This is an optimization exercise on Yosys and OpenROAD, whose aim is small area, a short achievable clock period and few clock cycles per item, not a production implementation.
RTL that was checked went through simulation tests only; none was proved equivalent to the original.
For runs 2 to 4, only the layout was checked, not whether the RTL still works.
Power is estimated from default activity; no workload was simulated.

===== design/flow/config.mk =====
export PLATFORM = sky130hd
export DESIGN_NAME = dds_freq_scaler
export DESIGN_NICKNAME = dds_freq_scaler
export VERILOG_FILES = /design/flow/design.v
export SDC_FILE = /design/flow/constraint.sdc
export NUM_CORES = 4
export LEC_CHECK = 0
export CAP_MARGIN = 20
export CORE_MARGIN = 2
export CORE_UTILIZATION = 60
export CTS_BUF_LIST = sky130_fd_sc_hd__clkbuf_4 sky130_fd_sc_hd__clkbuf_8
export SLEW_MARGIN = 20

===== design/flow/constraint.sdc =====
create_clock -name core_clock -period 10.0 [get_ports {clk}]
set_input_delay 2.0000 -clock core_clock [delete_from_list [all_inputs] [get_ports {clk}]]
set_output_delay 2.0000 -clock core_clock [all_outputs]
set_load 0.01 [all_outputs]

===== design/flow/design.v =====
module dds_freq_scaler (
    input  wire        clk,
    input  wire        rst,                 
    input  wire        in_valid,
    output wire        in_ready,
    input  wire [47:0] in_q,
    input  wire [31:0] in_ref,
    output wire        out_valid,
    input  wire        out_ready,
    output wire [27:0] out_word,
    output reg  [1:0]  out_err
);
    reg         idle;                       
    reg         busy;                       
    reg         fin;                        
    reg         outv;                       
    reg  [4:0]  cnt;
    reg  [31:0] r;                          
    reg  [32:0] rem;                        
    reg  [28:0] sr;                         
    reg         bad;                        
    wire        sub   = ~rem[32];
    wire [32:0] t     = {rem[31:0], sr[28]};
    wire [32:0] a_b   = {33{sub}} ^ {1'b0, r};
    wire [32:0] a_p   = t ^ a_b;
    wire [32:0] a_g   = {t[32:1] & a_b[32:1], (t[0] & a_b[0]) | (a_p[0] & sub)};
    wire [33:0] a_c;
    assign a_c[0] = sub;
    wire a_G0_1 = a_g[1] | (a_p[1] & a_g[0]);
    wire a_G0_3 = a_g[3] | (a_p[3] & a_g[2]);
    wire a_P0_3 = a_p[3] & a_p[2];
    wire a_G0_5 = a_g[5] | (a_p[5] & a_g[4]);
    wire a_P0_5 = a_p[5] & a_p[4];
    wire a_G0_7 = a_g[7] | (a_p[7] & a_g[6]);
    wire a_P0_7 = a_p[7] & a_p[6];
    wire a_G0_9 = a_g[9] | (a_p[9] & a_g[8]);
    wire a_P0_9 = a_p[9] & a_p[8];
    wire a_G0_11 = a_g[11] | (a_p[11] & a_g[10]);
    wire a_P0_11 = a_p[11] & a_p[10];
    wire a_G0_13 = a_g[13] | (a_p[13] & a_g[12]);
    wire a_P0_13 = a_p[13] & a_p[12];
    wire a_G0_15 = a_g[15] | (a_p[15] & a_g[14]);
    wire a_P0_15 = a_p[15] & a_p[14];
    wire a_G0_17 = a_g[17] | (a_p[17] & a_g[16]);
    wire a_P0_17 = a_p[17] & a_p[16];
    wire a_G0_19 = a_g[19] | (a_p[19] & a_g[18]);
    wire a_P0_19 = a_p[19] & a_p[18];
    wire a_G0_21 = a_g[21] | (a_p[21] & a_g[20]);
    wire a_P0_21 = a_p[21] & a_p[20];
    wire a_G0_23 = a_g[23] | (a_p[23] & a_g[22]);
    wire a_P0_23 = a_p[23] & a_p[22];
    wire a_G0_25 = a_g[25] | (a_p[25] & a_g[24]);
    wire a_P0_25 = a_p[25] & a_p[24];
    wire a_G0_27 = a_g[27] | (a_p[27] & a_g[26]);
    wire a_P0_27 = a_p[27] & a_p[26];
    wire a_G0_29 = a_g[29] | (a_p[29] & a_g[28]);
    wire a_P0_29 = a_p[29] & a_p[28];
    wire a_G0_31 = a_g[31] | (a_p[31] & a_g[30]);
    wire a_P0_31 = a_p[31] & a_p[30];
    wire a_G1_2 = a_g[2] | (a_p[2] & a_G0_1);
    wire a_G1_3 = a_G0_3 | (a_P0_3 & a_G0_1);
    wire a_G1_6 = a_g[6] | (a_p[6] & a_G0_5);
    wire a_P1_6 = a_p[6] & a_P0_5;
    wire a_G1_7 = a_G0_7 | (a_P0_7 & a_G0_5);
    wire a_P1_7 = a_P0_7 & a_P0_5;
    wire a_G1_10 = a_g[10] | (a_p[10] & a_G0_9);
    wire a_P1_10 = a_p[10] & a_P0_9;
    wire a_G1_11 = a_G0_11 | (a_P0_11 & a_G0_9);
    wire a_P1_11 = a_P0_11 & a_P0_9;
    wire a_G1_14 = a_g[14] | (a_p[14] & a_G0_13);
    wire a_P1_14 = a_p[14] & a_P0_13;
    wire a_G1_15 = a_G0_15 | (a_P0_15 & a_G0_13);
    wire a_P1_15 = a_P0_15 & a_P0_13;
    wire a_G1_18 = a_g[18] | (a_p[18] & a_G0_17);
    wire a_P1_18 = a_p[18] & a_P0_17;
    wire a_G1_19 = a_G0_19 | (a_P0_19 & a_G0_17);
    wire a_P1_19 = a_P0_19 & a_P0_17;
    wire a_G1_22 = a_g[22] | (a_p[22] & a_G0_21);
    wire a_P1_22 = a_p[22] & a_P0_21;
    wire a_G1_23 = a_G0_23 | (a_P0_23 & a_G0_21);
    wire a_P1_23 = a_P0_23 & a_P0_21;
    wire a_G1_26 = a_g[26] | (a_p[26] & a_G0_25);
    wire a_P1_26 = a_p[26] & a_P0_25;
    wire a_G1_27 = a_G0_27 | (a_P0_27 & a_G0_25);
    wire a_P1_27 = a_P0_27 & a_P0_25;
    wire a_G1_30 = a_g[30] | (a_p[30] & a_G0_29);
    wire a_P1_30 = a_p[30] & a_P0_29;
    wire a_G1_31 = a_G0_31 | (a_P0_31 & a_G0_29);
    wire a_P1_31 = a_P0_31 & a_P0_29;
    wire a_G2_4 = a_g[4] | (a_p[4] & a_G1_3);
    wire a_G2_5 = a_G0_5 | (a_P0_5 & a_G1_3);
    wire a_G2_6 = a_G1_6 | (a_P1_6 & a_G1_3);
    wire a_G2_7 = a_G1_7 | (a_P1_7 & a_G1_3);
    wire a_G2_12 = a_g[12] | (a_p[12] & a_G1_11);
    wire a_P2_12 = a_p[12] & a_P1_11;
    wire a_G2_13 = a_G0_13 | (a_P0_13 & a_G1_11);
    wire a_P2_13 = a_P0_13 & a_P1_11;
    wire a_G2_14 = a_G1_14 | (a_P1_14 & a_G1_11);
    wire a_P2_14 = a_P1_14 & a_P1_11;
    wire a_G2_15 = a_G1_15 | (a_P1_15 & a_G1_11);
    wire a_P2_15 = a_P1_15 & a_P1_11;
    wire a_G2_20 = a_g[20] | (a_p[20] & a_G1_19);
    wire a_P2_20 = a_p[20] & a_P1_19;
    wire a_G2_21 = a_G0_21 | (a_P0_21 & a_G1_19);
    wire a_P2_21 = a_P0_21 & a_P1_19;
    wire a_G2_22 = a_G1_22 | (a_P1_22 & a_G1_19);
    wire a_P2_22 = a_P1_22 & a_P1_19;
    wire a_G2_23 = a_G1_23 | (a_P1_23 & a_G1_19);
    wire a_P2_23 = a_P1_23 & a_P1_19;
    wire a_G2_28 = a_g[28] | (a_p[28] & a_G1_27);
    wire a_P2_28 = a_p[28] & a_P1_27;
    wire a_G2_29 = a_G0_29 | (a_P0_29 & a_G1_27);
    wire a_P2_29 = a_P0_29 & a_P1_27;
    wire a_G2_30 = a_G1_30 | (a_P1_30 & a_G1_27);
    wire a_P2_30 = a_P1_30 & a_P1_27;
    wire a_G2_31 = a_G1_31 | (a_P1_31 & a_G1_27);
    wire a_P2_31 = a_P1_31 & a_P1_27;
    wire a_G3_8 = a_g[8] | (a_p[8] & a_G2_7);
    wire a_G3_9 = a_G0_9 | (a_P0_9 & a_G2_7);
    wire a_G3_10 = a_G1_10 | (a_P1_10 & a_G2_7);
    wire a_G3_11 = a_G1_11 | (a_P1_11 & a_G2_7);
    wire a_G3_12 = a_G2_12 | (a_P2_12 & a_G2_7);
    wire a_G3_13 = a_G2_13 | (a_P2_13 & a_G2_7);
    wire a_G3_14 = a_G2_14 | (a_P2_14 & a_G2_7);
    wire a_G3_15 = a_G2_15 | (a_P2_15 & a_G2_7);
    wire a_G3_24 = a_g[24] | (a_p[24] & a_G2_23);
    wire a_P3_24 = a_p[24] & a_P2_23;
    wire a_G3_25 = a_G0_25 | (a_P0_25 & a_G2_23);
    wire a_P3_25 = a_P0_25 & a_P2_23;
    wire a_G3_26 = a_G1_26 | (a_P1_26 & a_G2_23);
    wire a_P3_26 = a_P1_26 & a_P2_23;
    wire a_G3_27 = a_G1_27 | (a_P1_27 & a_G2_23);
    wire a_P3_27 = a_P1_27 & a_P2_23;
    wire a_G3_28 = a_G2_28 | (a_P2_28 & a_G2_23);
    wire a_P3_28 = a_P2_28 & a_P2_23;
    wire a_G3_29 = a_G2_29 | (a_P2_29 & a_G2_23);
    wire a_P3_29 = a_P2_29 & a_P2_23;
    wire a_G3_30 = a_G2_30 | (a_P2_30 & a_G2_23);
    wire a_P3_30 = a_P2_30 & a_P2_23;
    wire a_G3_31 = a_G2_31 | (a_P2_31 & a_G2_23);
    wire a_P3_31 = a_P2_31 & a_P2_23;
    wire a_G4_16 = a_g[16] | (a_p[16] & a_G3_15);
    wire a_G4_17 = a_G0_17 | (a_P0_17 & a_G3_15);
    wire a_G4_18 = a_G1_18 | (a_P1_18 & a_G3_15);
    wire a_G4_19 = a_G1_19 | (a_P1_19 & a_G3_15);
    wire a_G4_20 = a_G2_20 | (a_P2_20 & a_G3_15);
    wire a_G4_21 = a_G2_21 | (a_P2_21 & a_G3_15);
    wire a_G4_22 = a_G2_22 | (a_P2_22 & a_G3_15);
    wire a_G4_23 = a_G2_23 | (a_P2_23 & a_G3_15);
    wire a_G4_24 = a_G3_24 | (a_P3_24 & a_G3_15);
    wire a_G4_25 = a_G3_25 | (a_P3_25 & a_G3_15);
    wire a_G4_26 = a_G3_26 | (a_P3_26 & a_G3_15);
    wire a_G4_27 = a_G3_27 | (a_P3_27 & a_G3_15);
    wire a_G4_28 = a_G3_28 | (a_P3_28 & a_G3_15);
    wire a_G4_29 = a_G3_29 | (a_P3_29 & a_G3_15);
    wire a_G4_30 = a_G3_30 | (a_P3_30 & a_G3_15);
    wire a_G4_31 = a_G3_31 | (a_P3_31 & a_G3_15);
    wire a_G5_32 = a_g[32] | (a_p[32] & a_G4_31);
    assign a_c[1] = a_g[0];
    assign a_c[2] = a_G0_1;
    assign a_c[3] = a_G1_2;
    assign a_c[4] = a_G1_3;
    assign a_c[5] = a_G2_4;
    assign a_c[6] = a_G2_5;
    assign a_c[7] = a_G2_6;
    assign a_c[8] = a_G2_7;
    assign a_c[9] = a_G3_8;
    assign a_c[10] = a_G3_9;
    assign a_c[11] = a_G3_10;
    assign a_c[12] = a_G3_11;
    assign a_c[13] = a_G3_12;
    assign a_c[14] = a_G3_13;
    assign a_c[15] = a_G3_14;
    assign a_c[16] = a_G3_15;
    assign a_c[17] = a_G4_16;
    assign a_c[18] = a_G4_17;
    assign a_c[19] = a_G4_18;
    assign a_c[20] = a_G4_19;
    assign a_c[21] = a_G4_20;
    assign a_c[22] = a_G4_21;
    assign a_c[23] = a_G4_22;
    assign a_c[24] = a_G4_23;
    assign a_c[25] = a_G4_24;
    assign a_c[26] = a_G4_25;
    assign a_c[27] = a_G4_26;
    assign a_c[28] = a_G4_27;
    assign a_c[29] = a_G4_28;
    assign a_c[30] = a_G4_29;
    assign a_c[31] = a_G4_30;
    assign a_c[32] = a_G4_31;
    assign a_c[33] = a_G5_32;
    wire [32:0] rnew  = a_p ^ a_c[32:0];
    wire        q_bit = ~rnew[32];
    wire        first = (cnt == 5'd0);
    wire        last  = (cnt == 5'd29);
    wire [27:0] a     = sr[28:1];
    wire        rnd   = sr[0];
    wire [27:0] w     = a + {27'd0, rnd};
    wire        ref0  = (r == 32'd0);
    assign in_ready  = idle;
    assign out_valid = outv;
    assign out_word  = sr[27:0];
    always @(posedge clk) begin
        if (rst) begin
            idle <= 1'b1;
            busy <= 1'b0;
            fin  <= 1'b0;
            outv <= 1'b0;
        end else begin
            if (idle && in_valid) begin
                idle <= 1'b0;
                busy <= 1'b1;
            end
            if (busy && (last || (first && (bad || q_bit)))) begin
                busy <= 1'b0;
                fin  <= 1'b1;
            end
            if (fin) begin
                fin  <= 1'b0;
                outv <= 1'b1;
            end
            if (outv && out_ready) begin
                outv <= 1'b0;
                idle <= 1'b1;
            end
        end
    end
    always @(posedge clk) begin
        cnt <= idle ? 5'd0 : cnt + 5'd1;
        rem <= idle ? {3'b000, in_q[46:17]} : rnew;
        if (idle) begin
            r   <= in_ref;
            bad <= in_q[47];
        end else if (busy && first) begin
            bad <= bad | q_bit;
        end
        if (idle)
            sr <= {in_q[16:0], 12'd0};
        else if (busy)
            sr <= {sr[27:0], q_bit};
        else if (fin) begin
            sr[27:0] <= bad ? 28'd0 : w;
            if (ref0)
                out_err <= 2'd2;
            else if (bad | (&a & rnd))
                out_err <= 2'd1;
            else
                out_err <= 2'd0;
        end
    end
endmodule

===== design/flow/flow/run.sh =====
#!/bin/bash
# Standard ORFS layout (the standard.sh), with two flow knobs changed:
#  - port buffers are buf_1 cells instead of the resizer's default pick;
set -euo pipefail
export BUFFER_PORTS_ARGS="-buffer_cell sky130_fd_sc_hd__buf_1"
export SETUP_SLACK_MARGIN="${SETUP_SLACK_MARGIN_OVERRIDE:-7.0}"
bash standard.sh > standard_flow.log 2>&1

===== design/flow/standard.sh =====
#!/bin/bash
# synth_recipe.tcl (not shown) runs the flow's synth.tcl, then flattens the netlist and writes it again
# the make line also repeats each setting of config.mk as NAME=value (left out here)
make -C /OpenROAD-flow-scripts/flow DESIGN_CONFIG=/design/flow/config.mk WORK_HOME=/design/flow/orfs CLKGATE_MAP_FILE= SYNTH_SCRIPT=/design/flow/synth_recipe.tcl "${@:-finish}"

==> results of run 1 <==
[sequential cells by signal (all words and copies together) (netlist names)]
name,flops
out_err,2
idle,1
rem,33
cnt,5
bad,1
fin,1
outv,1
sr,29
r,32
busy,1
[layer usage]
metal | routed length, µm | up-vias | GRT usage, %
li1 | - | 2527 | -
met1 | 6090 | 2290 | 30.7
met2 | 6790 | 116 | 42.7
met3 | 462 | 24 | 2.76
met4 | 281 | 0 | 9.77
met5 | 0 | - | 0
[kinds of logic (layout without fill, tap and decap cells)]
logic type | Yosys count | after routing | synth area share [%]
compound gates | 151 | 151 | 14.9
xor+xnor | 78 | 78 | 10.9
fa+ha+maj | 40 | 40 | 8.60
buf+inv | 76 | 180 | 6.36
flops | 106 | 106 | 42.2
mux | 5 | 5 | 0.900
simple gates | 205 | 205 | 16.1
[repair_timing]
item | CTS | global route
cloned | 0 | 0
pin swaps | 0 | 3
gates resized for setup | 9 | 16
setup endpoints to repair | 51 | 14
setup buffers | 24 | 2
[placed cells by master (no fill, tap or decap), types with 3 or more instances in the layout]
master / count
nand4_1: 6
a21oi_1: 40
nor4_1: 11
inv_1: 21
nor3_1: 12
clkbuf_8: 9
o21ai_0: 29
nor3_2: 3
buf_4: 25
o21bai_1: 3
o211ai_1: 3
fa_1: 5
a21o_1: 9
nor2b_1: 4
dfxtp_2: 9
a31oi_1: 4
edfxtp_1: 52
xor2_1: 24
o21ai_1: 21
nor2_1: 44
dfxtp_1: 40
o31a_1: 3
nand2b_1: 6
mux2_2: 4
nand3_1: 22
and3_1: 17
bufinv_16: 3
nand2_1: 68
xnor2_1: 54
a221oi_1: 13
buf_1: 115
dfxtp_4: 5
ha_1: 35
[report_power, final]
group | switching [mW] | internal (mW)
Clock | 0.147 | 0.166
Combinational | 0.553 | 0.432
Sequential | 0.0588 | 0.560
[through the flow]
step	hold WS [ps]	setup slack (ps)
after CTS	484	6980
after floorplan	430	6970
final	476	7040
after detailed placement	462	6390
after global routing	504	6970
after global placement	445	6470
[layout make-up]
class                   count  area, µm²  share of cell area [%]
inverters                  21       78.8                    1.11
well taps                 136        170                    2.40
flip-flops and latches    106       2670                    37.7
clock buffers               9        124                    1.75
clock inverters             7        116                    1.64
multi-input cells         479       3250                    45.8
repair buffers            143        682                    9.62
[worst paths after layout]
kind                start            to  slack, ps  cells past startpoint
setup / recovery   sr[27]  out_word[27]       7040                      1
hold / removal     cnt[0]        cnt[0]        480                      1
hold reg to reg    cnt[0]        cnt[0]        480                      1
setup reg to reg  rem[32]       rem[30]       7150                     12
==> summary.txt, run 1 <==
Yosys
  • Gate Count Post-Synth: between 600 and 700
  • Seq/Total Area, Yosys: 42.2%
  • Number of synthesized flops with an enable pin: 52
  • Most frequent cell after synthesis: nand2_1
  • Synth top cells by count: nand2_1 (68), dfxtp_1 (54), xnor2_1 (54)
  • Post-synthesis instance area: between 6000 and 7000 µm²
  • Yosys cell types: between 50 and 60
  • Ys async rst share: 0%
  • Mean cell area of the mapped netlist: between 9 and 10 µm²
  • Largest area contributor in the netlist: edfxtp_1
  • Area share of the leading cell type in the synthesized netlist: around a quarter
  • Synth Warn #: 1
  • Synthesis-stage register bit count: roughly 110
  • Most area-consuming cells after synthesis: edfxtp_1 (25%), dfxtp_1 (17%), xnor2_1 (7.6%)
  • Top FF cell, synth: dfxtp_1
  • Syn Nets: around 790

STA
  • Worst Max-Slew Pin Slew: 883 ps
  • Final setup fails: 0
  • Setup TNS: 0 ps
  • Final min period: 2960 ps
  • Highest achievable clock rate: 0.337 GHz
  • Endpoints failing hold: 0
  • Max Slew Vio Count: 0
  • RSZ-0062 raised after global routing: yes
  • Final setup skew: roughly 11 ps
  • Max-Slew Margin vs Limit: between 40% and 50%
  • Final period util: between 20 and 30%

Clock tree
  • Clock tree sinks: ~110
  • Clock Path Buffers: 2
  • CTS Root Cell: clkbuf_8
  • Htree depth: 3
  • CTS tree: built
  • Hold buffer count at cts: 0
  • Cts bufs inserted: 9
  • Worst skew pair latency: between 300 and 400 ps
  • Clk pin slew, worst setup/hold paths: 100 ps

Setup path
  • CP endpoint kind: output port
  • CP top delay family: flip-flops
  • Critical path's largest stage delay: 440 ps
  • Slowest cell on crit path: edfxtp_1
  • Worst-path fanout max: 2
  • Critical Path Start Type: flip-flop
  • Setup CP Type: flip-flop to output port
  • Worst path cell trace: buf_1
  • CP arrival: 960 ps
  • Buf+Inv Stages, Crit Path: 1
  • Required time of the critical path: about 8000 ps

Route
  • DRT antenna net count: 0
  • WL final: approximately 14 mm
  • Drt first pass iters: 4
  • Via-to-Cell Ratio: between 5 and 6
  • Total number of vias: 4957
  • Initial DRC count: roughly 290
  • Mean routed wirelength per cell: approximately 15 µm
  • # DRC: 0

Place
  • Gpl congestion: between 0.8 and 0.9
  • Post-DP HPWL: about 9.4 mm
  • Port bufs: ~120
  • Post-Place Cells: 859
  • Placed instance area: between 6000 and 7000 µm²

Floorplan
  • Initial Util: slightly above 60%
  • IO Pins: around 120
  • Die Width: around 110 µm
  • Row Count: 37
  • Die height: 106 µm
  • CORE AREA: roughly 10000 µm²
  • Die footprint: ~11000 µm²

Cells and area
  • Final Instance Area: between 7000 and 8000 µm²
  • Layout cells sized above 1: roughly a tenth
  • Fin util: around 69%
  • Non-Filler Instances: about 900
  • Layout area overhead: 13.4%
  • Fillers: between 800 and 900
  • Inserted Diodes: 0
  • NumNets Final: between 800 and 900

Run status
  • Outcome: no timing/DRC/antenna violations

Global route
  • Grt total ovfl: 0
  • Initial antenna violation count: 0
  • Vias in the first global route: 4758
  • Tot GR Track Use: between 20 and 25%
  • Largest net degree at the start of global routing: 95
  • First-pass GRT wire length: between 20 and 25 mm

Power and ir drop
  • Pwr Total: 1.92 mW
  • Cell Pwr Density: between 200 and 300 nW/µm²
  • Pleak: 2.76 nW
  • VDD IR max: ~0.19 mV

Job
  • Max Cap Viol: 0

Min path
  • Worst Hold Class: flip-flop to flip-flop
Testbench counts, summed over its fixed seeds: cycles 77,025, items 2,400.
==> run 2: changes to the inputs <==
--- a/design/flow/design.v
+++ b/design/flow/design.v
@@ -195,11 +195,10 @@
     wire        last  = (cnt == 5'd29);
     wire [27:0] a     = sr[28:1];
     wire        rnd   = sr[0];
-    wire [27:0] w     = a + {27'd0, rnd};
     wire        ref0  = (r == 32'd0);
     assign in_ready  = idle;
     assign out_valid = outv;
-    assign out_word  = sr[27:0];
+    assign out_word  = sr[28:1];
     always @(posedge clk) begin
         if (rst) begin
             idle <= 1'b1;
@@ -238,8 +237,9 @@
             sr <= {in_q[16:0], 12'd0};
         else if (busy)
             sr <= {sr[27:0], q_bit};
-        else if (fin) begin
-            sr[27:0] <= bad ? 28'd0 : w;
+        else                                
+            sr[28:1] <= (fin & bad) ? 28'd0 : a + {27'd0, fin & rnd};
+        if (fin) begin
             if (ref0)
                 out_err <= 2'd2;
             else if (bad | (&a & rnd))
==> run 2 against run 1 <==
Net effect: via count is 2.5% higher; sequential power grew 4.5%; global-route usage increased by 0.86 points; cell area hardly changed; die area down 7.0%; critical path type is now flip-flop to flip-flop; critical endpoint is now rem[23]; largest power group unchanged.
==> summary.txt, run 2 <==
STA
  • Final worst setup slack: 6950 ps (-88.6 ps)
  • Final min period: 3050 ps (+88.6 ps)
  • Max-Slew Margin vs Limit: 41.8% (+0.71 points)
  • Final setup fails: 0 (unchanged)
  • RSZ-0062 raised after global routing: yes
  • Final setup skew: 15.3 ps (+3.88 ps)
  • Worst hold margin: 482 ps (+6.09 ps)
  • Highest achievable clock rate: 0.328 GHz (-2.9%)
  • Final period util: 30.5% (+0.89 points)
  • Setup TNS: 0 ps (unchanged)
  • Worst Max-Slew Pin Slew: 872 ps (-10.7 ps)
  • Max Slew Vio Count: 0 (unchanged)
  • Endpoints failing hold: 0 (unchanged)

Setup path
  • Setup CP Type: flip-flop to flip-flop
  • CP arrival: 3300 ps (+2340 ps)
  • Crit path top cell by count: buf_6
  • Worst path cell trace: buf_12 > buf_6 > nor2_4 > a21oi_2 > fa_2 > nand2b_4 > a211oi_4 > buf_4 > o2111ai_4 > a21oi_4 > buf_6 > o21ai_2 > a21boi_2 > o21a_1 > o211ai_1
  • Critical Path Start Type: flip-flop
  • CP endpoint kind: flip-flop
  • Slowest cell on crit path: dfxtp_4
  • Critical path's largest stage delay: 390 ps (-50 ps)
  • Required time of the critical path: 10250 ps (+2250 ps)
  • Worst-path fanout max: 7 (+5)

Run status
  • Outcome: no timing/DRC/antenna violations

Yosys
  • Yosys cell types: 59 (unchanged)
  • Gate Count Post-Synth: 619 (-6.4%)
  • Largest area contributor in the netlist: dfxtp_1
  • Most frequent cell after synthesis: nand2_1
  • Synthesis-stage register bit count: 106 (unchanged)
  • Synth top cells by count: nand2_1 (74), dfxtp_1 (71), xnor2_1 (49)
  • Synth Warn #: 1 (unchanged)
  • Area share of the leading cell type in the synthesized netlist: 24.5% (-0.47 points)
  • Post-synthesis instance area: 5800 µm² (-7.2%)
  • Mean cell area of the mapped netlist: 9.37 µm² (-0.95%)
  • Syn Nets: 743 (-5.4%)
  • Number of synthesized flops with an enable pin: 35 (-33%)
  • Top FF cell, synth: dfxtp_1
  • Seq/Total Area, Yosys: 42.6% (+0.37 points)
  • Most area-consuming cells after synthesis: dfxtp_1 (24%), edfxtp_1 (18%), ha_1 (7.5%)
  • Ys async rst share: 0% (unchanged)

Floorplan
  • Die height: 102 µm (-3.5%)
  • Die Width: 102 µm (-3.5%)
  • Row Count: 35 (-5.4%)
  • Initial Util: 62.2% (+1.1 points)
  • Die footprint: 10500 µm² (-7.0%)
  • CORE AREA: 9330 µm² (-8.8%)
  • IO Pins: 116 (unchanged)

Clock tree
  • Clock Path Buffers: 2 (unchanged)
  • Clock tree sinks: 106 (unchanged)
  • CTS Root Cell: clkbuf_8
  • Hold buffer count at cts: 0 (unchanged)
  • Worst skew pair latency: 380 ps (about the same)
  • Htree depth: 3 (unchanged)
  • Clk pin slew, worst setup/hold paths: 110 ps (about the same)
  • CTS tree: built
  • Cts bufs inserted: 9 (unchanged)

Place
  • Placed instance area: 6340 µm² (-3.3%)
  • Post-DP HPWL: 9.29 mm (-1.6%)
  • Post-Place Cells: 843 (-1.9%)
  • Gpl congestion: 0.842 (-6.0%)
  • Port bufs: 115 (unchanged)
  • Pre-CTS setup slack: 6630 ps (+244 ps)

Cells and area
  • Largest register FFs: 33 (unchanged)
  • Non-Filler Instances: 885 (-1.8%)
  • Final Instance Area: 7090 µm² (about the same)
  • Fillers: 694 (-18%)
  • Top flop regs: rem: 33 flops, r: 32 flops, sr: 29 flops
  • Most frequent cells in the layout: buf_1 (113), nand2_1 (72), xnor2_1 (45)
  • Largest Register: rem
  • NumNets Final: 875 (-1.0%)
  • Inserted Diodes: 0 (unchanged)
  • Area taken by multi-input logic gates: 3370 µm² (+3.7%)
  • Layout area overhead: 22.1%
  • Fin util: 76.0% (+6.6 points)
  • Commonest non-fill, non-tap cell in the layout: buf_1
  • Reg area: 2520 µm² (-5.6%)
  • Layout cells sized above 1: 15.2% (+5.3 points)

Job
  • Max Cap Viol: 0 (unchanged)

Global route
  • Vias in the first global route: 4436 (-6.8%)
  • First-pass GRT wire length: 20.6 mm (-5.8%)
  • Grt total ovfl: 0 (unchanged)
  • Largest net degree at the start of global routing: 87 (-8.4%)
  • Initial antenna violation count: 0 (unchanged)
  • Tot GR Track Use: 25.2% (+0.86 points)

Route
  • # DRC: 0 (unchanged)
  • Mean routed wirelength per cell: 16.2 µm (+6.9%)
  • Drt first pass iters: 5 (+1)
  • Total number of vias: 5082 (+2.5%)
  • Via-to-Cell Ratio: 5.74 (+4.4%)
  • Initial DRC count: 241 (-16%)
  • DRT antenna net count: 0 (unchanged)
  • WL final: 14.3 mm (+5.0%)

Power and ir drop
  • Net Sw Power: 0.948 mW (+25%)
  • Power share of the combinational group: 58.0% (+6.6 points)
  • Seq pwr share: 29.4% (-2.9 points)
  • P_int: 1.26 mW (+8.4%)
  • Cell Pwr Density: 311 nW/µm² (+15%)
  • Clock power frac: 12.6% (-3.8 points)
  • Sw Ratio: 43.0% (+3.4 points)
  • VDD IR max: 0.232 mV (+21%)
  • Pleak: 2.69 nW (-2.5%)
  • Pwr Total: 2.20 mW (+15%)

Min path
  • Worst Hold Class: flip-flop to flip-flop
## run 2: power by group through the flow
stage / clock [mW] / sequential (mW) / combinational, mW
after global routing: 0.301 / 0.660 / 1.40
final: 0.279 / 0.647 / 1.28
after detailed placement: 0 / 0.655 / 1.01
after CTS: 0.284 / 0.640 / 1.05
after floorplan: 0 / 0.632 / 0.816
after global placement: 0 / 0.651 / 0.975
## run 2: path summary, 6_finish.rpt
check | startpoint | endpoint | depth (start not counted) | slack [ps]
setup / recovery | rem[32] | rem[23] | 15 | 6950
hold / removal | cnt[0] | cnt[0] | 1 | 480
setup reg to reg | rem[32] | rem[23] | 15 | 6950
hold reg to reg | cnt[0] | cnt[0] | 1 | 480
## run 2: repair_timing
action                                  in CTS  in global routing
pin swaps                                    0                 21
gates cloned                                 0                  2
endpoints found under the setup margin      35                 39
setup buffers                                3                 21
resized for setup                           17                 60
## run 2: layout make-up
type	count	share of cell area, %
well taps	129	2.28
inverters	19	1.01
flip-flops and latches	106	35.6
multi-input cells	470	47.5
clock buffers	10	1.94
clock inverters	6	0.989
repair buffers	145	10.6
## run 2: per-layer routing
layer / GRT usage, % / vias to the layer above / wire length [µm]
li1: - / 2508 / -
met1: 32.8 / 2394 / 6310
met2: 41.8 / 163 / 7020
met3: 4.72 / 17 / 686
met4: 10.2 / 0 / 286
met5: 0 / - / 0
## run 2: cells by family (layout without fill, tap and decap cells)
group	Yosys count	in the layout	synth area share, %
XOR/XNOR	65	65	9.81
adder cells (fa/ha/maj)	40	40	9.27
flip-flops	106	106	42.6
AO/OA/AOI/OAI	151	151	17.8
buffers and inverters	43	180	2.82
AND/OR/NAND/NOR	212	212	17.3
multiplexers	2	2	0.388
## run 2: critical path: cells and delay by family, from the launching register on
family / cells / cell delay [ps]
AOI/OAI and AO/OA: 8 / 1360
buffers and inverters: 4 / 570
and+or+nand+nor: 2 / 260
DFF: 1 / 390
adders and majority gates: 1 / 340
==> run 3: changes to the inputs <==
==> design/flow/flow/run.sh (replaced) <==
#!/bin/bash
# Standard ORFS layout (the standard.sh), with two flow knobs changed:
#  - port buffers are buf_1 cells instead of the resizer's default pick;
set -euo pipefail
export BUFFER_PORTS_ARGS="-buffer_cell sky130_fd_sc_hd__buf_1"
export SETUP_SLACK_MARGIN="${SETUP_SLACK_MARGIN_OVERRIDE:-6.8}"
bash standard.sh > standard_flow.log 2>&1
==> run 3 against run 2 <==
Net effect: still clean; clock skew decreased by 1.6 ps; combinational power decreased by 19%; worst hold slack improved by 28 ps; die area unchanged; cell area decreased by 6.5%; count of clock-buffer cells in the layout unchanged; sequential share of layout area increased by 1.8 points; sequential power about the same; first-iteration DRC count decreased by 20%; maximum frequency decreased by 1.9%; global-route usage decreased by 0.38 points; power decreased by 11%; critical path type is now flip-flop to output port; largest cell class unchanged; largest power group unchanged.
==> summary.txt, run 3 <==
Run status
  • Outcome: no timing/DRC/antenna violations

Yosys
  • Synth Warn #: 1 (unchanged)
  • Gate Count Post-Synth: 619 (unchanged)
  • Xor/xnor share of the synthesized area: 9.81% (unchanged)
  • Ys async rst share: 0% (unchanged)
  • Largest family of logic cells by synthesized area: compound AO/OA/AOI/OAI gates
  • Most area-consuming cells after synthesis: dfxtp_1 (24%), edfxtp_1 (18%), ha_1 (7.5%)
  • Syn Nets: 743 (unchanged)
  • Top FF cell, synth: dfxtp_1
  • Synthesis-stage register bit count: 106 (unchanged)
  • Post-synthesis instance area: 5800 µm² (unchanged)
  • Synth top cells by count: nand2_1 (74), dfxtp_1 (71), xnor2_1 (49)
  • Area share of the leading cell type in the synthesized netlist: 24.5% (unchanged)
  • Number of synthesized flops with an enable pin: 35 (unchanged)
  • Post-Synth Simple-Gate Area: 17.3% (unchanged)
  • Yosys cell types: 59 (unchanged)
  • Largest area contributor in the netlist: dfxtp_1
  • Most frequent cell after synthesis: nand2_1
  • Multiplexer share of the synthesized area: 0.388% (unchanged)
  • Compound-gate portion of the synthesized area: 17.8% (unchanged)
  • Adder-Cell Fraction of Synth Area: 9.27% (unchanged)
  • Mean cell area of the mapped netlist: 9.37 µm² (unchanged)
  • Seq/Total Area, Yosys: 42.6% (unchanged)

Setup path
  • Critical path's largest stage delay: 550 ps (+160 ps)
  • Setup CP Type: flip-flop to output port
  • Required time of the critical path: 8000 ps (-2250 ps)
  • Worst path cell trace: buf_1
  • Slowest cell on crit path: dfxtp_4
  • CP top delay family: flip-flops
  • Worst-path fanout max: 17 (+10)
  • CP arrival: 1110 ps (-2190 ps)
  • Worst R2R Setup Slack: 6990 ps (+40 ps)
  • Buf+Inv Stages, Crit Path: 1 (-3)
  • CP endpoint kind: output port
  • Critical Path Start Type: flip-flop

STA
  • Setup TNS: 0 ps (unchanged)
  • Final setup fails: 0 (unchanged)
  • Final setup skew: 13.7 ps (-1.57 ps)
  • Worst Max-Slew Pin Slew: 842 ps (-30.2 ps)
  • Max-Slew Margin vs Limit: 43.9% (+2.0 points)
  • Final period util: 31.1% (+0.59 points)
  • Highest achievable clock rate: 0.321 GHz (-1.9%)
  • RSZ-0062 raised after global routing: no
  • Final min period: 3110 ps (+59.4 ps)
  • Max Slew Vio Count: 0 (unchanged)
  • Endpoints failing hold: 0 (unchanged)

Cells and area
  • Layout area overhead: 14.2%
  • Fin util: 71.1% (-4.9 points)
  • Commonest non-fill, non-tap cell in the layout: buf_1
  • Inserted Diodes: 0 (unchanged)
  • NumNets Final: 853 (-2.5%)
  • Largest Register: rem
  • Fillers: 801 (+15%)
  • Most frequent cells in the layout: buf_1 (115), nand2_1 (74), dfxtp_1 (69)
  • Non-Filler Instances: 863 (-2.5%)
  • Largest register FFs: 33 (unchanged)
  • Top flop regs: rem: 33 flops, r: 32 flops, sr: 29 flops
  • Layout cells sized above 1: 5.86% (-9.4 points)
  • Final Instance Area: 6630 µm² (-6.5%)

Power and ir drop
  • VDD IR max: 0.232 mV (+0.13%)
  • Pwr Total: 1.97 mW (-11%)
  • Pleak: 2.53 nW (-6.3%)
  • Cell Pwr Density: 297 nW/µm² (-4.4%)

Route
  • DRT antenna net count: 0 (unchanged)
  • Via-to-Cell Ratio: 5.56 (-3.2%)
  • # DRC: 0 (unchanged)
  • Initial DRC count: 194 (-20%)
  • Total number of vias: 4799 (-5.6%)
  • Mean routed wirelength per cell: 15.0 µm (-7.4%)
  • WL final: 12.9 mm (-9.7%)
  • Drt first pass iters: 5 (unchanged)

Clock tree
  • CTS tree: built
  • Htree depth: 3 (unchanged)
  • Clock Path Buffers: 2 (unchanged)
  • Cts bufs inserted: 9 (unchanged)
  • Clk pin slew, worst setup/hold paths: 110 ps (about the same)
  • Clock tree sinks: 106 (unchanged)
  • CTS Root Cell: clkbuf_8
  • Worst skew pair latency: 380 ps (about the same)

Floorplan
  • Die height: 102 µm (unchanged)
  • Die footprint: 10500 µm² (unchanged)
  • Row Count: 35 (unchanged)
  • Die Width: 102 µm (unchanged)
  • IO Pins: 116 (unchanged)
  • Initial Util: 62.2% (unchanged)
  • CORE AREA: 9330 µm² (unchanged)

Min path
  • Worst Hold Class: flip-flop to flip-flop

Global route
  • Grt total ovfl: 0 (unchanged)
  • First-pass GRT wire length: 20.5 mm (-0.44%)
  • Initial antenna violation count: 0 (unchanged)
  • Largest net degree at the start of global routing: 87 (unchanged)
  • Vias in the first global route: 4452 (+0.36%)
  • Tot GR Track Use: 24.9% (-0.38 points)

Place
  • Gpl congestion: 0.848 (+0.70%)
  • Placed instance area: 6330 µm² (-0.12%)
  • Post-DP HPWL: 9.06 mm (-2.4%)
  • Port bufs: 115 (unchanged)
  • Post-Place Cells: 841 (-0.24%)

Job
  • Max Cap Viol: 0 (unchanged)
run 3: cell counts after synthesis:
Identical to the previous run, type by type.
run 3: area by class of cell:
cell class / instances / area [µm²] / share of cell area, %
well taps: 129 / 161 / 2.44
clock inverters: 6 / 72.6 / 1.09
repair buffers: 123 / 523 / 7.89
inverters: 19 / 71.3 / 1.08
clock buffers: 10 / 138 / 2.08
flip-flops and latches: 106 / 2480 / 37.4
multi-input cells: 470 / 3180 / 48.0
run 3: per-stage QoR:
| stage | hold WS [ps] | setup WS [ps] |
|---|---|---|
| 6_report | 511 | 6890 |
| 5_1_grt | 521 | 6790 |
| 4_1_cts | 510 | 6830 |
| 2_1_floorplan | 430 | 6800 |
| 3_3_place_gp | 449 | 6440 |
| 3_5_place_dp | 485 | 6320 |
run 3: what timing repair did:
item,4_1_cts,5_1_grt
setup endpoints to repair,25,17
buffers inserted,3,3
hold buffers,0,0
gates resized for setup,1,1
run 3: logic make-up (layout without fill, tap and decap cells):
group | count (synthesis) | count (layout)
AND/OR/NAND/NOR | 212 | 212
AO/OA/AOI/OAI | 151 | 151
flip-flops | 106 | 106
XOR/XNOR | 65 | 65
buffers and inverters | 43 | 158
adder cells (fa/ha/maj) | 40 | 40
multiplexers | 2 | 2
run 3: where the power goes:
group	internal [mW]	total [mW]	switching, mW	leakage, nW
sequential	0.557	0.647	0.0899	0.944
clock	0.126	0.281	0.154	0.109
combinational	0.450	1.04	0.593	1.47
total	1.13	1.97	0.837	2.53
run 3: worst paths after layout:
path / from / endpoint / cells past startpoint
hold reg to reg: outv / outv / 1
setup reg to reg: rem[32] / busy / 11
hold / removal: outv / outv / 1
setup / recovery: idle / in_ready / 1
run 3: per-layer routing:
layer	track usage, %	wire, µm	vias up
met5	0	0	-
met4	6.77	146	0
met3	4.58	527	13
met2	42.0	6260	113
met1	32.9	5990	2218
li1	-	-	2455
==> run 4: changes to the inputs <==
--- a/design/flow/design.v
+++ b/design/flow/design.v
@@ -17,11 +17,13 @@
     reg  [4:0]  cnt;
     reg  [31:0] r;                          
     reg  [32:0] rem;                        
+    reg         rem_sg;                     
     reg  [28:0] sr;                         
     reg         bad;                        
     wire        sub   = ~rem[32];
+    wire        sub_h = ~rem_sg;
     wire [32:0] t     = {rem[31:0], sr[28]};
-    wire [32:0] a_b   = {33{sub}} ^ {1'b0, r};
+    wire [32:0] a_b   = {{17{sub_h}}, {16{sub}}} ^ {1'b0, r};
     wire [32:0] a_p   = t ^ a_b;
     wire [32:0] a_g   = {t[32:1] & a_b[32:1], (t[0] & a_b[0]) | (a_p[0] & sub)};
     wire [33:0] a_c;
@@ -191,8 +193,9 @@
     assign a_c[33] = a_G5_32;
     wire [32:0] rnew  = a_p ^ a_c[32:0];
     wire        q_bit = ~rnew[32];
-    wire        first = (cnt == 5'd0);
+    wire        second = (cnt == 5'd1);
     wire        last  = (cnt == 5'd29);
+    wire        stop  = bad | sr[0];        
     wire [27:0] a     = sr[28:1];
     wire        rnd   = sr[0];
     wire        ref0  = (r == 32'd0);
@@ -210,7 +213,7 @@
                 idle <= 1'b0;
                 busy <= 1'b1;
             end
-            if (busy && (last || (first && (bad || q_bit)))) begin
+            if (busy && (last || (second && stop))) begin
                 busy <= 1'b0;
                 fin  <= 1'b1;
             end
@@ -225,13 +228,14 @@
         end
     end
     always @(posedge clk) begin
-        cnt <= idle ? 5'd0 : cnt + 5'd1;
-        rem <= idle ? {3'b000, in_q[46:17]} : rnew;
+        cnt    <= idle ? 5'd0 : cnt + 5'd1;
+        rem    <= idle ? {3'b000, in_q[46:17]} : rnew;
+        rem_sg <= idle ? in_q[47] : rnew[32];
         if (idle) begin
             r   <= in_ref;
             bad <= in_q[47];
-        end else if (busy && first) begin
-            bad <= bad | q_bit;
+        end else if (busy && second) begin
+            bad <= stop;
         end
         if (idle)
             sr <= {in_q[16:0], 12'd0};
==> run 4 against run 3 <==
Net effect: wire length is 2.4% lower; first-iteration DRC count is 27% lower; count of clock-buffer cells in the layout is 1 lower; cell count is 1.5% lower; critical path type unchanged; critical endpoint unchanged; largest power group unchanged.
==> summary.txt, run 4 <==
Clock tree
  • CTS tree: built
  • CTS Root Cell: clkbuf_8
  • Worst skew pair latency: 370 ps (about the same)
  • Htree depth: 3 (unchanged)
  • Cts bufs inserted: 9 (unchanged)
  • Clock tree sinks: 107 (+0.94%)
  • Clock Path Buffers: 2 (unchanged)
  • Clk pin slew, worst setup/hold paths: 100 ps (about the same)

Cells and area
  • Commonest non-fill, non-tap cell in the layout: buf_1
  • Top flop regs: rem: 33 flops, r: 32 flops, sr: 29 flops
  • Layout area overhead: 13.9%
  • Most frequent cells in the layout: buf_1 (115), dfxtp_1 (68), nand2_1 (66)
  • Largest register FFs: 33 (unchanged)
  • Inserted Diodes: 0 (unchanged)
  • Non-Filler Instances: 850 (-1.5%)
  • Fillers: 767 (-4.2%)
  • Fin util: 70.7% (-0.31 points)
  • Layout cells sized above 1: 6.24% (+0.38 points)
  • Largest Register: rem
  • NumNets Final: 839 (-1.6%)
  • Final Instance Area: 6540 µm² (-1.4%)

Setup path
  • CP arrival: 1060 ps (-50 ps)
  • Slowest cell on crit path: dfxtp_4
  • Required time of the critical path: 8000 ps (about the same)
  • Setup CP Type: flip-flop to output port
  • Worst path cell trace: buf_1
  • CP endpoint kind: output port
  • Worst-path fanout max: 16 (-1)
  • Buf+Inv Stages, Crit Path: 1 (unchanged)
  • CP top delay family: flip-flops
  • Critical Path Start Type: flip-flop
  • Critical path's largest stage delay: 510 ps (-40 ps)

Power and ir drop
  • Cell Pwr Density: 268 nW/µm² (-9.8%)
  • VDD IR max: 0.187 mV (-19%)
  • Pleak: 2.46 nW (-2.5%)
  • Pwr Total: 1.75 mW (-11%)

Route
  • WL final: 12.6 mm (-2.4%)
  • Total number of vias: 4769 (-0.63%)
  • DRT antenna net count: 0 (unchanged)
  • Mean routed wirelength per cell: 14.8 µm (-0.89%)
  • # DRC: 0 (unchanged)
  • Drt first pass iters: 4 (-1)
  • Initial DRC count: 141 (-27%)
  • Via-to-Cell Ratio: 5.61 (+0.89%)

Floorplan
  • Die Width: 102 µm (-0.51%)
  • CORE AREA: 9240 µm² (-0.94%)
  • Initial Util: 62.1% (-0.074 points)
  • Die height: 102 µm (-0.51%)
  • Die footprint: 10400 µm² (-1.0%)
  • Row Count: 35 (unchanged)
  • IO Pins: 116 (unchanged)

STA
  • Max Slew Vio Count: 0 (unchanged)
  • Worst Max-Slew Pin Slew: 876 ps (+34.0 ps)
  • Max-Slew Margin vs Limit: 41.6% (-2.3 points)
  • Final period util: 30.6% (-0.48 points)
  • Endpoints failing hold: 0 (unchanged)
  • Final setup skew: 8.41 ps (-5.26 ps)
  • Final min period: 3060 ps (-47.7 ps)
  • Setup TNS: 0 ps (unchanged)
  • Final setup fails: 0 (unchanged)
  • RSZ-0062 raised after global routing: yes
  • Highest achievable clock rate: 0.326 GHz (+1.6%)

Yosys
  • Largest area contributor in the netlist: dfxtp_1
  • Top FF cell, synth: dfxtp_1
  • Gate Count Post-Synth: 607 (-1.9%)
  • Syn Nets: 730 (-1.7%)
  • Seq/Total Area, Yosys: 43.4% (+0.80 points)
  • Ys async rst share: 0% (unchanged)
  • Most frequent cell after synthesis: dfxtp_1
  • Multiplexer share of the synthesized area: 0.567% (+0.18 points)
  • Post-Synth Simple-Gate Area: 17.1% (-0.25 points)
  • Synth top cells by count: dfxtp_1 (72), nand2_1 (66), xnor2_1 (48)
  • Post-synthesis instance area: 5740 µm² (-1.1%)
  • Yosys cell types: 56 (-5.1%)
  • Xor/xnor share of the synthesized area: 9.76% (-0.048 points)
  • Largest family of logic cells by synthesized area: simple AND/OR/NAND/NOR gates
  • Mean cell area of the mapped netlist: 9.46 µm² (+0.90%)
  • Area share of the leading cell type in the synthesized netlist: 25.1% (+0.61 points)
  • Synth Warn #: 1 (unchanged)
  • Number of synthesized flops with an enable pin: 35 (unchanged)
  • Compound-gate portion of the synthesized area: 16.9% (-0.90 points)
  • Synthesis-stage register bit count: 107 (+0.94%)
  • Adder-Cell Fraction of Synth Area: 9.15% (-0.12 points)
  • Most area-consuming cells after synthesis: dfxtp_1 (25%), edfxtp_1 (18%), ha_1 (7.4%)

Place
  • Post-DP HPWL: 9.06 mm (about the same)
  • Placed instance area: 6260 µm² (-1.1%)
  • Gpl congestion: 0.821 (-3.1%)
  • Port bufs: 115 (unchanged)
  • Post-Place Cells: 828 (-1.5%)

Min path
  • Worst Hold Class: flip-flop to flip-flop

Global route
  • Tot GR Track Use: 24.9% (+0.032 points)
  • Grt total ovfl: 0 (unchanged)
  • Initial antenna violation count: 0 (unchanged)
  • First-pass GRT wire length: 20.8 mm (+1.3%)
  • Largest net degree at the start of global routing: 89 (+2.3%)
  • Vias in the first global route: 4532 (+1.8%)

Run status
  • Outcome: no timing/DRC/antenna violations

Job
  • Max Cap Viol: 0 (unchanged)
==> run 4: layout make-up <==
cell class | instances | area (µm²) | share of cell area, %
Multi-Input combinational cell | 452 | 3080 | 47.1
Clock buffer | 9 | 124 | 1.90
Tap cell | 129 | 161 | 2.47
Timing Repair Buffer | 124 | 514 | 7.87
Sequential cell | 107 | 2500 | 38.3
Inverter | 22 | 82.6 | 1.26
Clock inverter | 7 | 72.6 | 1.11
==> run 4: repair_timing <==
item                       4_1_cts  5_1_grt
resized for setup                2        4
setup endpoints to repair       18       21
buffers inserted                 1        5
hold buffers                     0        0
==> run 4: metrics by stage <==
step | worst slack, ps | hold slack [ps]
3_3_place_gp | 6650 | 437
5_1_grt | 6720 | 523
2_1_floorplan | 6830 | 418
4_1_cts | 6810 | 486
6_report | 6940 | 476
3_5_place_dp | 6560 | 461
==> run 4: metal layers <==
metal | track usage [%] | wire length [µm]
met1 | 34.0 | 5700
met2 | 40.2 | 6010
met3 | 4.38 | 650
met4 | 8.82 | 248
met5 | 0 | 0
==> run 4: logic make-up after synthesis <==
family                     count (synthesis)
AOI/OAI and AO/OA                        143
xor gates and xnor gates                  64
adders and majority gates                 39
buffers and inverters                     48
DFF                                      107
muxes                                      3
and+or+nand+nor                          203
==> run 4: where the power goes <==
part	switching (mW)	internal (mW)	leakage [nW]
registers	0.0789	0.538	0.953
clock network	0.161	0.0976	0.100
logic	0.482	0.396	1.41
==> run 4: final timing paths <==
path           start        to  slack (ps)  cells past startpoint
min reg2reg   cnt[0]    cnt[0]         480                      1
max             idle  in_ready        6940                      1
min           cnt[0]    cnt[0]         480                      1
max reg2reg  rem[32]    rem_sg        6990                     10
==> run 5: changes to the inputs <==
--- a/design/flow/design.v
+++ b/design/flow/design.v
@@ -199,6 +199,7 @@
     wire [27:0] a     = sr[28:1];
     wire        rnd   = sr[0];
     wire        ref0  = (r == 32'd0);
+    wire        ld    = ~(busy | fin | outv);    
     assign in_ready  = idle;
     assign out_valid = outv;
     assign out_word  = sr[28:1];
@@ -228,16 +229,16 @@
         end
     end
     always @(posedge clk) begin
-        cnt    <= idle ? 5'd0 : cnt + 5'd1;
-        rem    <= idle ? {3'b000, in_q[46:17]} : rnew;
-        rem_sg <= idle ? in_q[47] : rnew[32];
-        if (idle) begin
-            r   <= in_ref;
+        cnt    <= busy ? cnt + 5'd1 : 5'd0;
+        rem    <= busy ? rnew : {3'b000, in_q[46:17]};
+        rem_sg <= busy ? rnew[32] : in_q[47];
+        if (!busy)
+            r  <= in_ref;
+        if (ld)
             bad <= in_q[47];
-        end else if (busy && second) begin
+        else if (busy && second)
             bad <= stop;
-        end
-        if (idle)
+        if (ld)
             sr <= {in_q[16:0], 12'd0};
         else if (busy)
             sr <= {sr[27:0], q_bit};
==> run 5 against run 4 <==
Net effect: critical path depth rose by 10; die area is 2.6% lower; largest power group unchanged; global-route usage decreased by 1.0 points; synthesized cell count shrank 8.4%; clock skew rose by 8.0 ps; count of clock-buffer cells in the layout did not move; power increased by 8.8%; still clean; first-iteration DRC count rose by 26%; maximum frequency down 0.58%; synthesized area decreased by 2.7%; combinational power rose by 14%.
==> summary.txt, run 5 <==
Run status
  • Outcome: no timing/DRC/antenna violations

Cells and area
  • Layout area overhead: 14.3%
  • NumNets Final: 796 (-5.1%)
  • Top flop regs: rem: 33 flops, r: 32 flops, sr: 29 flops
  • Reg area: 2500 µm² (-0.30%)
  • Fin util: 69.8% (-0.96 points)
  • Area taken by multi-input logic gates: 2940 µm² (-4.3%)
  • Most frequent cells in the layout: buf_1 (115), dfxtp_1 (70), xnor2_1 (57)
  • Fillers: 782 (+2.0%)
  • Largest Register: rem
  • Commonest non-fill, non-tap cell in the layout: buf_1
  • Largest register FFs: 33 (unchanged)
  • Inserted Diodes: 0 (unchanged)
  • Layout cells sized above 1: 8.70% (+2.5 points)

Global route
  • Tot GR Track Use: 23.9% (-1.0 points)
  • First-pass GRT wire length: 19.2 mm (-7.8%)
  • Vias in the first global route: 4123 (-9.0%)
  • Initial antenna violation count: 0 (unchanged)
  • Largest net degree at the start of global routing: 66 (-26%)
  • Grt total ovfl: 0 (unchanged)

Min path
  • Hold path start: cnt[0]
  • Min-Delay Endpoint: cnt[0]
  • Worst Hold Class: flip-flop to flip-flop
  • Hold Crit Depth: 1 (unchanged)

Clock tree
  • CTS Root Cell: clkbuf_8
  • CTS tree: built
  • Cts bufs inserted: 9 (unchanged)
  • Hold buffer count at cts: 0 (unchanged)
  • Worst skew pair latency: 390 ps (+20 ps)
  • Htree depth: 3 (unchanged)
  • Clock Path Buffers: 2 (unchanged)
  • Clock tree sinks: 107 (unchanged)
  • Clk pin slew, worst setup/hold paths: 110 ps (about the same)

Setup path
  • Critical Path Start Type: flip-flop
  • Slowest cell on crit path: dfxtp_4
  • Setup CP Type: flip-flop to flip-flop
  • Worst R2R Setup Slack: 6920 ps (-70 ps)
  • Critical path's largest stage delay: 490 ps (-20 ps)
  • Worst path cell trace: buf_4 > xnor2_1 > ha_1 > a21oi_1 > o21ai_0 > a211oi_2 > a211oi_1 > o21ai_1 > a21boi_1 > or3_1 > a31o_2
  • Reg2reg path depth: 11 (+1)
  • Reg2Reg Capture Point: rem[22]
  • Reg2reg start: rem[32]
  • Required time of the critical path: 10280 ps (+2280 ps)
  • Worst-path fanout max: 15 (-1)
  • CP arrival: 3360 ps (+2300 ps)
  • CP endpoint kind: flip-flop

Route
  • Mean routed wirelength per cell: 14.6 µm (-1.7%)
  • Drt first pass iters: 5 (+1)
  • WL final: 11.5 mm (-8.7%)
  • Total number of vias: 4365 (-8.5%)
  • DRT antenna net count: 0 (unchanged)
  • Via-to-Cell Ratio: 5.53 (-1.4%)
  • Initial DRC count: 177 (+26%)
  • # DRC: 0 (unchanged)

Power and ir drop
  • Pleak: 2.37 nW (-3.8%)
  • Cell Pwr Density: 299 nW/µm² (+11%)
  • Pwr Total: 1.91 mW (+8.8%)
  • VDD IR max: 0.195 mV (+4.2%)

Yosys
  • Synth Warn #: 1 (unchanged)
  • Area share of the leading cell type in the synthesized netlist: 25.8% (+0.69 points)
  • Number of synthesized flops with an enable pin: 35 (unchanged)
  • Top FF cell, synth: dfxtp_1
  • Synth top cells by count: dfxtp_1 (72), xnor2_1 (57), o21ai_0 (46)
  • Syn Nets: 679 (-7.0%)
  • Synthesis-stage register bit count: 107 (unchanged)
  • Yosys cell types: 55 (-1.8%)
  • Most area-consuming cells after synthesis: dfxtp_1 (26%), edfxtp_1 (19%), xnor2_1 (8.9%)
  • Mean cell area of the mapped netlist: 10.0 µm² (+6.2%)
  • Gate Count Post-Synth: 556 (-8.4%)
  • Largest area contributor in the netlist: dfxtp_1
  • Ys async rst share: 0% (unchanged)
  • Most frequent cell after synthesis: dfxtp_1
  • Post-synthesis instance area: 5590 µm² (-2.7%)
  • Seq/Total Area, Yosys: 44.6% (+1.2 points)

STA
  • Worst Max-Slew Pin Slew: 861 ps (-15.5 ps)
  • Endpoints failing hold: 0 (unchanged)
  • Max-Slew Margin vs Limit: 42.5% (+0.89 points)
  • Final worst setup slack: 6920 ps (-18.0 ps)
  • Setup TNS: 0 ps (unchanged)
  • Final min period: 3080 ps (+18.0 ps)
  • Final setup fails: 0 (unchanged)
  • Highest achievable clock rate: 0.325 GHz (-0.58%)
  • Worst hold margin: 470 ps (-6.55 ps)
  • Final period util: 30.8% (+0.18 points)
  • Max Slew Vio Count: 0 (unchanged)
  • RSZ-0062 raised after global routing: no
  • Final setup skew: 16.5 ps (+8.04 ps)

Place
  • Post-DP HPWL: 8.38 mm (-7.5%)
  • Port bufs: 115 (unchanged)
  • Gpl congestion: 0.836 (+1.8%)
  • Pre-CTS setup slack: 6510 ps (-47.1 ps)

Floorplan
  • Die Width: 100 µm (-1.3%)
  • Row Count: 35 (unchanged)
  • Die footprint: 10100 µm² (-2.6%)
  • IO Pins: 116 (unchanged)
  • CORE AREA: 9150 µm² (-0.95%)
  • Die height: 100 µm (-1.3%)
  • Initial Util: 61.0% (-1.1 points)

Job
  • Max Cap Viol: 0 (unchanged)
-- run 5: stage by stage --
| stage | cells | area, µm² |
|---|---|---|
| finish | 789 | 6390 |
| CTS | 783 | 6340 |
| global route | 789 | 6390 |
| detailed placement | 767 | 6110 |
| global placement | 767 | 6110 |
| floorplan | 556 | 5590 |
-- run 5: layout make-up --
type / count / share of cell area, %
clock buffers: 9 / 1.94
inverters: 22 / 1.31
repair buffers: 124 / 7.82
multi-input cells: 409 / 46.1
flip-flops and latches: 107 / 39.1
clock inverters: 7 / 1.55
well taps: 111 / 2.17
-- run 5: worst max-delay path: cells and delay by family (launching register included) --
kind / cells / cell delay, ps
and+or+nand+nor: 1 / 330
AOI/OAI and AO/OA: 7 / 1570
xor gates and xnor gates: 1 / 110
adders and majority gates: 1 / 300
buffers and inverters: 1 / 150
DFF: 1 / 490
-- run 5: power by group --
part	leakage [nW]	internal, mW	total (mW)	switching, mW
clock network	0.114	0.143	0.295	0.151
logic	1.30	0.477	1.00	0.527
registers	0.953	0.544	0.609	0.0649
total	2.37	1.16	1.91	0.743
-- run 5: logic make-up (layout without fill, tap and decap cells) --
| group | count (synthesis) | after routing | synth area share, % |
|---|---|---|---|
| and+or+nand+nor | 157 | 157 | 13.8 |
| AOI/OAI and AO/OA | 117 | 117 | 13.5 |
| DFF | 107 | 107 | 44.6 |
| xor gates and xnor gates | 78 | 78 | 12.2 |
| buffers and inverters | 40 | 162 | 2.69 |
| adders and majority gates | 39 | 39 | 9.41 |
| muxes | 18 | 18 | 3.70 |
-- run 5: worst max-delay path by stage --
stage               startpoint            to  slack (ps)  cells after the start
CTS                     sr[28]  out_word[27]        6910                      1
finish                 rem[32]       rem[22]        6920                     11
floorplan               rem_sg        rem_sg        6940                     12
detailed placement     rem[32]        rem_sg        6510                     10
global placement       rem[32]        rem_sg        6620                     10
global route           rem[32]       rem[15]        6800                     11
-- run 5: per-layer routing --
| layer | track usage, % | part of all wire [%] |
|---|---|---|
| met3 | 4.72 | 4.7 |
| met4 | 8.01 | 1.6 |
| met2 | 37.9 | 47 |
| met1 | 32.9 | 47 |
| met5 | 0 | 0 |
-- run 5: what timing repair did --
action,4_1_cts,5_1_grt
setup buffers,0,6
gates resized for setup,2,0
pin swaps,0,1
endpoints found under the setup margin,19,4
Testbench counts of run 5, summed over its fixed seeds: cycles 77,100, items 2,400.
==> run 6: changes to the inputs <==
==> design/flow/flow/run.sh (replaced) <==
#!/bin/bash
# Standard ORFS layout (the standard.sh), with two flow knobs changed:
#  - port buffers are buf_1 cells instead of the resizer's default pick;
set -euo pipefail
export BUFFER_PORTS_ARGS="-buffer_cell sky130_fd_sc_hd__buf_1"
export SETUP_SLACK_MARGIN="${SETUP_SLACK_MARGIN_OVERRIDE:-6.9}"
bash standard.sh > standard_flow.log 2>&1
==> run 6 against run 5 <==
Net effect: still clean on timing, DRC and antenna; clock power about the same; combinational power hardly changed; flip-flop and latch count stayed put; power increased by 0.88%; worst setup slack better by 29 ps; sequential power hardly changed; non-clock buffer count increased by 3; cell count is 0.38% higher; maximum frequency grew 0.97%; largest power group unchanged.
==> summary.txt, run 6 <==
Run status
  • Outcome: no timing/DRC/antenna violations

Yosys
  • Most frequent cell after synthesis: dfxtp_1
  • Number of synthesized flops with an enable pin: 35 (unchanged)
  • Mean cell area of the mapped netlist: 10.0 µm² (unchanged)
  • Synth top cells by count: dfxtp_1 (72), xnor2_1 (57), o21ai_0 (46)
  • Most area-consuming cells after synthesis: dfxtp_1 (26%), edfxtp_1 (19%), xnor2_1 (8.9%)
  • Largest area contributor in the netlist: dfxtp_1
  • Yosys cell types: 55 (unchanged)
  • Syn Nets: 679 (unchanged)
  • Area share of the leading cell type in the synthesized netlist: 25.8% (unchanged)
  • Synth Warn #: 1 (unchanged)
  • Post-synthesis instance area: 5590 µm² (unchanged)
  • Ys async rst share: 0% (unchanged)
  • Gate Count Post-Synth: 556 (unchanged)
  • Seq/Total Area, Yosys: 44.6% (unchanged)
  • Synthesis-stage register bit count: 107 (unchanged)
  • Top FF cell, synth: dfxtp_1

STA
  • Max Slew Vio Count: 0 (unchanged)
  • Final setup fails: 0 (unchanged)
  • Endpoints failing hold: 0 (unchanged)
  • Worst Max-Slew Pin Slew: 860 ps (-0.970 ps)
  • Highest achievable clock rate: 0.328 GHz (+0.97%)
  • Final setup skew: 16.8 ps (+0.350 ps)
  • Final period util: 30.5% (-0.29 points)
  • RSZ-0062 raised after global routing: yes
  • Final worst setup slack: 6950 ps (+29.5 ps)
  • Final min period: 3050 ps (-29.5 ps)
  • Setup TNS: 0 ps (unchanged)
  • Max-Slew Margin vs Limit: 42.6% (+0.14 points)

Clock tree
  • CTS tree: built
  • Cts bufs inserted: 9 (unchanged)
  • CTS Root Cell: clkbuf_8
  • Worst skew pair latency: 380 ps (about the same)
  • Clock tree sinks: 107 (unchanged)
  • Clock Path Buffers: 2 (unchanged)
  • Clk pin slew, worst setup/hold paths: 110 ps (about the same)
  • Hold buffer count at cts: 0 (unchanged)
  • Htree depth: 3 (unchanged)

Cells and area
  • Largest Register: rem
  • Largest register FFs: 33 (unchanged)
  • Final Instance Area: 6420 µm² (+0.59%)
  • Commonest non-fill, non-tap cell in the layout: buf_1
  • Fin util: 70.2% (+0.41 points)
  • Fillers: 780 (-0.26%)
  • Top flop regs: rem: 33 flops, r: 32 flops, sr: 29 flops
  • Layout area overhead: 15.0%
  • NumNets Final: 799 (+0.38%)
  • Most frequent cells in the layout: buf_1 (115), dfxtp_1 (68), xnor2_1 (57)
  • Layout cells sized above 1: 9.69% (+0.99 points)
  • Inserted Diodes: 0 (unchanged)

Power and ir drop
  • VDD IR max: 0.195 mV (-0.27%)
  • Pleak: 2.38 nW (+0.64%)
  • Cell Pwr Density: 300 nW/µm² (+0.29%)

Route
  • Total number of vias: 4414 (+1.1%)
  • Initial DRC count: 172 (-2.8%)
  • # DRC: 0 (unchanged)
  • WL final: 11.6 mm (+0.63%)
  • Mean routed wirelength per cell: 14.6 µm (+0.25%)
  • Drt first pass iters: 5 (unchanged)
  • Via-to-Cell Ratio: 5.57 (+0.74%)
  • DRT antenna net count: 0 (unchanged)

Global route
  • Grt total ovfl: 0 (unchanged)
  • Tot GR Track Use: 23.9% (unchanged)
  • Largest net degree at the start of global routing: 66 (unchanged)
  • First-pass GRT wire length: 19.2 mm (unchanged)
  • Vias in the first global route: 4123 (unchanged)
  • Initial antenna violation count: 0 (unchanged)

Setup path
  • Critical Path Start Type: flip-flop
  • Setup CP Type: flip-flop to output port
  • Crit. Startpoint: sr[4]
  • Worst path cell trace: buf_1
  • Required time of the critical path: 8000 ps (-2280 ps)
  • Worst-path fanout max: 7 (-8)
  • Critical path's largest stage delay: 460 ps (-30 ps)
  • CP endpoint kind: output port
  • CP arrival: 1050 ps (-2310 ps)
  • Reg2reg start: rem[32]
  • CP top delay family: flip-flops
  • Slowest cell on crit path: dfxtp_1
  • Buf+Inv Stages, Crit Path: 1 (unchanged)

Floorplan
  • Die footprint: 10100 µm² (unchanged)
  • Initial Util: 61.0% (unchanged)
  • Die height: 100 µm (unchanged)
  • CORE AREA: 9150 µm² (unchanged)
  • Row Count: 35 (unchanged)
  • IO Pins: 116 (unchanged)
  • Die Width: 100 µm (unchanged)

Place
  • Pre-CTS setup slack: 6510 ps (unchanged)
  • Port bufs: 115 (unchanged)
  • Post-DP HPWL: 8.38 mm (unchanged)
  • Placed instance area: 6110 µm² (unchanged)
  • Gpl congestion: 0.836 (unchanged)

Min path
  • Worst Hold Class: flip-flop to flip-flop
  • Hold path start: cnt[0]

Job
  • Max Cap Viol: 0 (unchanged)
[run 6: cell counts after synthesis]
No cell type changed its count.
[run 6: kinds of logic after synthesis]
family / share of synthesized area [%]
xor+xnor: 12.2
mux: 3.70
flops: 44.6
fa+ha+maj: 9.41
compound gates: 13.5
simple gates: 13.8
buf+inv: 2.69
[run 6: power by group]
part           leakage, nW  internal [mW]  switching (mW)  total, mW
clock network        0.114          0.143           0.151      0.294
logic                 1.32          0.488           0.533       1.02
registers            0.953          0.544          0.0655      0.610
total                 2.38           1.18           0.749       1.92
[run 6: stage by stage]
| step | std cells | hold WS (ps) | total power, mW |
|---|---|---|---|
| 2_1_floorplan | 556 | 433 | 1.41 |
| 3_3_place_gp | 767 | 454 | 1.57 |
| 3_5_place_dp | 767 | 454 | 1.60 |
| 4_1_cts | 783 | 476 | 1.90 |
| 5_1_grt | 792 | 516 | 2.09 |
| 6_report | 792 | 470 | 1.92 |
[run 6: layout make-up]
cell class | instances | area [µm²] | share of cell area (%)
multi-input cells | 409 | 2950 | 46.0
clock inverters | 7 | 98.8 | 1.54
repair buffers | 127 | 526 | 8.18
inverters | 22 | 83.8 | 1.31
flip-flops and latches | 107 | 2500 | 38.9
well taps | 111 | 139 | 2.16
clock buffers | 9 | 124 | 1.93
[run 6: worst paths after layout]
| kind | to | slack, ps | cells past startpoint |
|---|---|---|---|
| worst min register to register | cnt[0] | 470 | 1 |
| worst min-delay path | cnt[0] | 470 | 1 |
| worst max register to register | rem[15] | 7000 | 11 |
| worst max-delay path | out_word[3] | 6950 | 1 |
[run 6: per-layer routing]
| metal | wire [µm] | vias up | track usage (%) |
|---|---|---|---|
| met5 | 0 | - | 0 |
| met4 | 211 | 0 | 8.01 |
| met3 | 523 | 22 | 4.72 |
| met2 | 5420 | 119 | 37.9 |
| met1 | 5430 | 2053 | 32.9 |
| li1 | - | 2220 | - |
[run 6: repair_timing]
item,CTS,global route
pin swaps,0,4
setup buffers,0,9
endpoints found under the hold margin,0,0
gates resized for setup,2,5
setup endpoints to repair,21,14

## static timing again, ports no longer ideal
The results above use ideal ports. As a check the final layouts listed here were re-extracted and re-timed, cells and wires unchanged. Step 1 (the two cells are an assumption about what drives the block):
set clk [get_ports {clk}]
set_driving_cell -lib_cell sky130_fd_sc_hd__clkbuf_16 $clk
set_driving_cell -lib_cell sky130_fd_sc_hd__buf_2 [delete_from_list [all_inputs] $clk]
Step 2, shift: input delay + t, output delay - t, t = (earliest + latest rising clock arrival at the registers) / 2. This alone moves slack from input paths to output paths. a / b / c = ideal ports / drivers / drivers and shift; a / b = the first two.
run	t (ns)	setup WS [ns]	hold slack, ns	worst setup path at the end	pins driven straight from the clock port
run 1	0.396	7.037 / 7.002 / 7.153	0.476 / 0.476 / 0.476	register to register	1
run 2	0.409	6.948 / 6.948 / 6.948	0.482 / 0.482 / 0.482	register to register	1
run 3	0.404	6.889 / 6.853 / 6.989	0.511 / 0.511 / 0.511	register to register	1
run 4	0.399	6.936 / 6.902 / 6.987	0.476 / 0.476 / 0.476	register to register	1
run 5	0.411	6.918 / 6.895 / 6.918	0.470 / 0.470 / 0.470	register to register	1
run 6	0.407	6.948 / 6.916 / 6.995	0.470 / 0.470 / 0.470	register to register	1
After both steps every run listed still meets setup and hold.
